From an optimization exercise on the open Yosys and OpenROAD flow, aimed at small area; shortcuts taken in it are not production practice.
The RTL was checked by simulation tests, not by an equivalence proof against the original design.
No activity file was given, so power comes from the tool's default toggle rates.

== rev 12 ==
## gea_engine
module gea_engine (
    input  wire        clk,
    input  wire        rst,           
    input  wire        cmd_valid,
    output wire        cmd_ready,
    input  wire [7:0]  cmd_op,
    input  wire [63:0] cmd_key,
    input  wire [31:0] cmd_iv,
    input  wire [31:0] cmd_arg,
    output wire        out_valid,
    input  wire        out_ready,
    output wire [31:0] out_data,
    output wire [1:0]  out_status,
    output wire        out_last
);
    localparam [7:0] OP_NEW1   = 8'h01;
    localparam [7:0] OP_NEW2   = 8'h02;
    localparam [7:0] OP_GEN    = 8'h03;
    localparam [7:0] OP_COMB   = 8'h04;
    localparam [7:0] OP_RDSEED = 8'h05;
    localparam [127:0] F_TABLE = 128'hfc1d2b0681aca94809e2de35f5b4dd9c;
    localparam [30:0] TM_A = 31'h1dd89b8d;
    localparam [31:0] TM_B = 32'h71c0f045;
    localparam [32:0] TM_C = 33'h50e6fa24;
    localparam [28:0] TM_D = 29'h0a59abf9;
    localparam [3:0] S_IDLE = 4'd0;
    localparam [3:0] S_CLR  = 4'd1;
    localparam [3:0] S_INIT = 4'd2;
    localparam [3:0] S_SEED = 4'd3;
    localparam [3:0] S_FIX  = 4'd4;
    localparam [3:0] S_FILL = 4'd5;
    localparam [3:0] S_GEN  = 4'd6;
    localparam [3:0] S_RDS  = 4'd7;
    localparam [3:0] S_LOAD = 4'd8;
    localparam [3:0] S_LCLR = 4'd9;
    localparam [3:0] S_INB1 = 4'd10;    
    localparam [3:0] S_INB2 = 4'd11;    
    reg [3:0]  state;
    reg        phase;        
    reg        var2;         
    reg [96:0] ir;
    reg [31:0] ra, rb, rc, rd;
    reg        c32;
    reg [6:0]  ioff;
    reg [4:0]  lb;
    reg [6:0]  cnt;
    reg [31:0] rr;           
    reg        bor, rz, dreq, dact;
    reg        zacc, zv;
    reg [3:0]  nz;
    reg        ov;
    reg [31:0] od;
    reg [1:0]  os;
    reg        ol;
    assign out_valid  = ov;
    assign out_data   = od;
    assign out_status = os;
    assign out_last   = ol;
    wire st_idle = (state == S_IDLE);
    wire st_clr  = (state == S_CLR);
    wire st_inita = (state == S_INIT);
    wire st_inb1 = (state == S_INB1);
    wire st_inb2 = (state == S_INB2);
    wire st_init = st_inita || st_inb1 || st_inb2;
    wire st_seed = (state == S_SEED);
    wire st_fix  = (state == S_FIX);
    wire st_fill = (state == S_FILL);
    wire st_gen  = (state == S_GEN);
    wire st_rds  = (state == S_RDS);
    wire st_load = (state == S_LOAD);
    wire st_lclr = (state == S_LCLR);
  ...
clock: 5.0 ns
lec_check: 0
cap_margin: 20
core_margin: 2
core_utilization: 60
place_density: 0.75
slew_margin: 20
standard.sh (not shown) runs the stock make flow with config.mk's settings and CLKGATE_MAP_FILE= SYNTH_SCRIPT=/design/flow/synth_recipe.tcl, a recipe that flattens the netlist after the stock synthesis.
==> flow/flow/run.sh <==
#!/bin/bash
# The standard ORFS layout (standard.sh) with three changes:
#  * synthesis maps the logic with an area-oriented ABC script (abc_area.script
#    here, used in place of ORFS's abc_speed.script); everything else in
#    synthesis, including register mapping and naming, is ORFS's own;
#  * port buffers are buf_1 instead of the default choice;
#  * CTS uses clkbuf_4 clusters of up to 10 sinks and no dummy loads.
set -uo pipefail
HERE=$(pwd)
rm -rf "$HERE/scripts_area"
cp -r "$FLOW_HOME/scripts" "$HERE/scripts_area"
cp "$HERE/flow/abc_area.script" "$HERE/scripts_area/abc_speed.script"
export SCRIPTS_DIR="$HERE/scripts_area"
export BUFFER_PORTS_ARGS="-buffer_cell sky130_fd_sc_hd__buf_1"
export CTS_ARGS="-sink_clustering_enable -repair_clock_nets -buf_list sky130_fd_sc_hd__clkbuf_4 -sink_clustering_size 10 -sink_clustering_max_diameter 40 -dont_use_dummy_load"
bash standard.sh > standard.log 2>&1
==> flow/flow/abc_area.script <==
&get -n
&st
&dch
&nf -R 1000 -p -F 8 -A 4
&st
&dch
&nf -R 1000 -p -F 8 -A 4
&st
&dch
&nf -R 1000 -p -F 8 -A 4
&st
&dch
&nf -R 1000 -p -F 8 -A 4
&st
&dch
&nf -R 1000 -p -F 8 -A 4
&st
&dch
&nf -R 1000 -p -F 8 -A 4
&st
&dch
&nf -R 1000 -p -F 8 -A 4
&st
&dch
&nf -R 1000 -p -F 8 -A 4
&st
&dch
&nf -R 1000 -p -F 8 -A 4
&put
Rev 12 finished every stage and its layout cleared the timing, design-rule and antenna checks.
--- input diff rev 12..rev 13 ---
--- a/flow/design.v
+++ b/flow/design.v
@@ -98,29 +98,27 @@
         else if (lb == 5'd31)      
             fx = {rb[6], rb[22], rb[30], rb[2], rb[1], rb[28], rb[13]};
         else if (lb == 5'd30)      
             fx = {rc[6], rc[2], rc[21], rc[5], c32, rc[0], rc[12]};
         else if (lb == 5'd29)      
             fx = {rd[20], rd[30], rd[13], rd[3], rd[6], rd[26], rd[15]};
         else                       
             fx = {ra[7], ra[2], ra[25], ra[21], ra[13], ra[0], ra[22]};
     end
     wire fv = F_TABLE[fx];
-    wire iwrap = (ioff == (var2 ? 7'h4b : 7'h09));
     wire z      = zacc ^ fv;
     wire rfree  = st_gen && !ov && !cnt[5] && !dreq && !dact;
     wire gen_step = rfree && !rz && lb0 && zv;
     wire gen_zero = rfree && rz;
     wire gen_put  = st_gen && !ov && cnt[5] && !dreq && !dact;
     wire rds_zero = var2 && (cnt[6:0] > 7'd96);
-    wire rds_sh   = st_rds && !ov && (rds_zero || iwrap);
-    wire rds_m    = st_rds && !ov && !rds_zero && iwrap;
+    wire rds_sh   = st_rds && !ov && (rds_zero || (ioff == cnt[6:0]));
     wire fill_sh  = st_fill && !ov;
     wire lclr_sh  = st_lclr && !ov;
     wire inject   = cnt[5] && (lb == 5'd31);
     wire sh       = gen_step || gen_zero || rds_sh || fill_sh || lclr_sh || st_load;
     wire first    = (cnt[4:0] == 5'd0);
     wire din      = st_gen ? (gen_step & z)
                   : st_rds ? (ir[0] & !rds_zero)
                   : st_fill ? (first & op_comb & !cmd_arg[7] & fv)
                   : (st_lclr & inject);
     wire wend     = sh && (cnt[4:0] == 5'd31);
@@ -172,29 +170,30 @@
     wire [31:0] arg_rev;
     genvar ai;
     generate
         for (ai = 0; ai < 32; ai = ai + 1) begin : g_rev
             assign arg_rev[ai] = cmd_arg[31 - ai];
         end
     endgenerate
     wire rx   = st_load ? |(od & arg_rev) : rr[0];
     wire rin  = rx ^ bcur;
     wire din_i = st_init ? (ir[0] ^ fv ^ e_init) : (st_clr ? 1'b0 : ir[0]);
+    wire [6:0] ilast = var2 ? 7'd96 : 7'd63;
+    wire iwrap = (ioff == 7'd0);
     always @(posedge clk) begin
         ir <= {din_i, ir[96:65], var2 ? ir[64] : din_i, ir[63:1]};
         ra <= ra_n;
         rb <= rb_n;
         rc <= rc_n;
         c32 <= c32_n;
         rd <= rd_n;
-        ioff <= (init_end || (iwrap && !rds_m)) ? 7'h01
-              : iwrap ? 7'h02 : {ioff[5:0], ioff[6] ^ ioff[5]};
+        ioff <= (init_end || iwrap) ? ilast : ioff - 7'd1;
         lb <= init_end ? 5'd0 : stp ? lb : lb + 5'd1;
         zacc <= (lb == 5'd29) ? (fv & var2) : (zacc ^ fv);
         zv <= st_gen && ((lb == 5'd29) || (zv && !gen_step));
         nz <= (lb0 ? 4'd0 : nz) | {rd[0], rc[0] | c32, rb[0], ra[0]};
         if (sh)
             od <= {din, od[31:1]};
         rr <= {rin, rr[31:1]};
         bor <= bcur & !rx;
         if ((rp == 5'd31) && (st_load || dact))
             rz <= bcur & !rx;
==> summary.txt <==
- When rev 13 is set beside rev 12, its non-clock buffer count turns out to be about 1.1% larger.
- Summary of rev 13 over rev 12: post-route worst setup slack went down; first-iteration DRC count went down.
- The final reports for rev 13 and rev 12 show total power consumption of the routed design higher in the former.
- Looking at rev 13 and rev 12, the post-synthesis to final-layout area growth is a wash.
- Compared with rev 12, total met2 wirelength after detailed routing in rev 13 increased slightly.
- Initial core utilization delta for rev 13 relative to rev 12: 0.50 points higher
- When rev 13 is set beside rev 12, its part of the total power dissipated in combinational logic turns out to be 0.7 points larger.

==> afterwards: timing with drivers on the ports <==
The flow's constraints put no driver on any port. The routed layouts listed below were extracted and timed again, unchanged, in two steps.
Step 1 sets driving cells, clkbuf_16 on the clock port and buf_2 on the other inputs (assumed; they add their load-dependent delay and slew).
Step 2 moves the port delays by t, midway between the first and last clock arrival at a register: inputs arrive t later, outputs are due t later. That takes back most of the time a late clock gives input paths.
Slacks: no drivers / after step 1 / after step 2; pairs: no drivers / after step 1.
run	t (ns)	slack for setup (ns)	worst setup path at the end	latest minus earliest clock arrival (ns)	worst register clock-pin slew, ns
rev 12	0.633	0.557 / 0.557 / 0.557	register to register	0.101 / 0.101	0.11 / 0.11
rev 13	0.643	0.521 / 0.521 / 0.521	register to register	0.051 / 0.051	0.11 / 0.11
After both steps setup and hold are still met in every run listed.
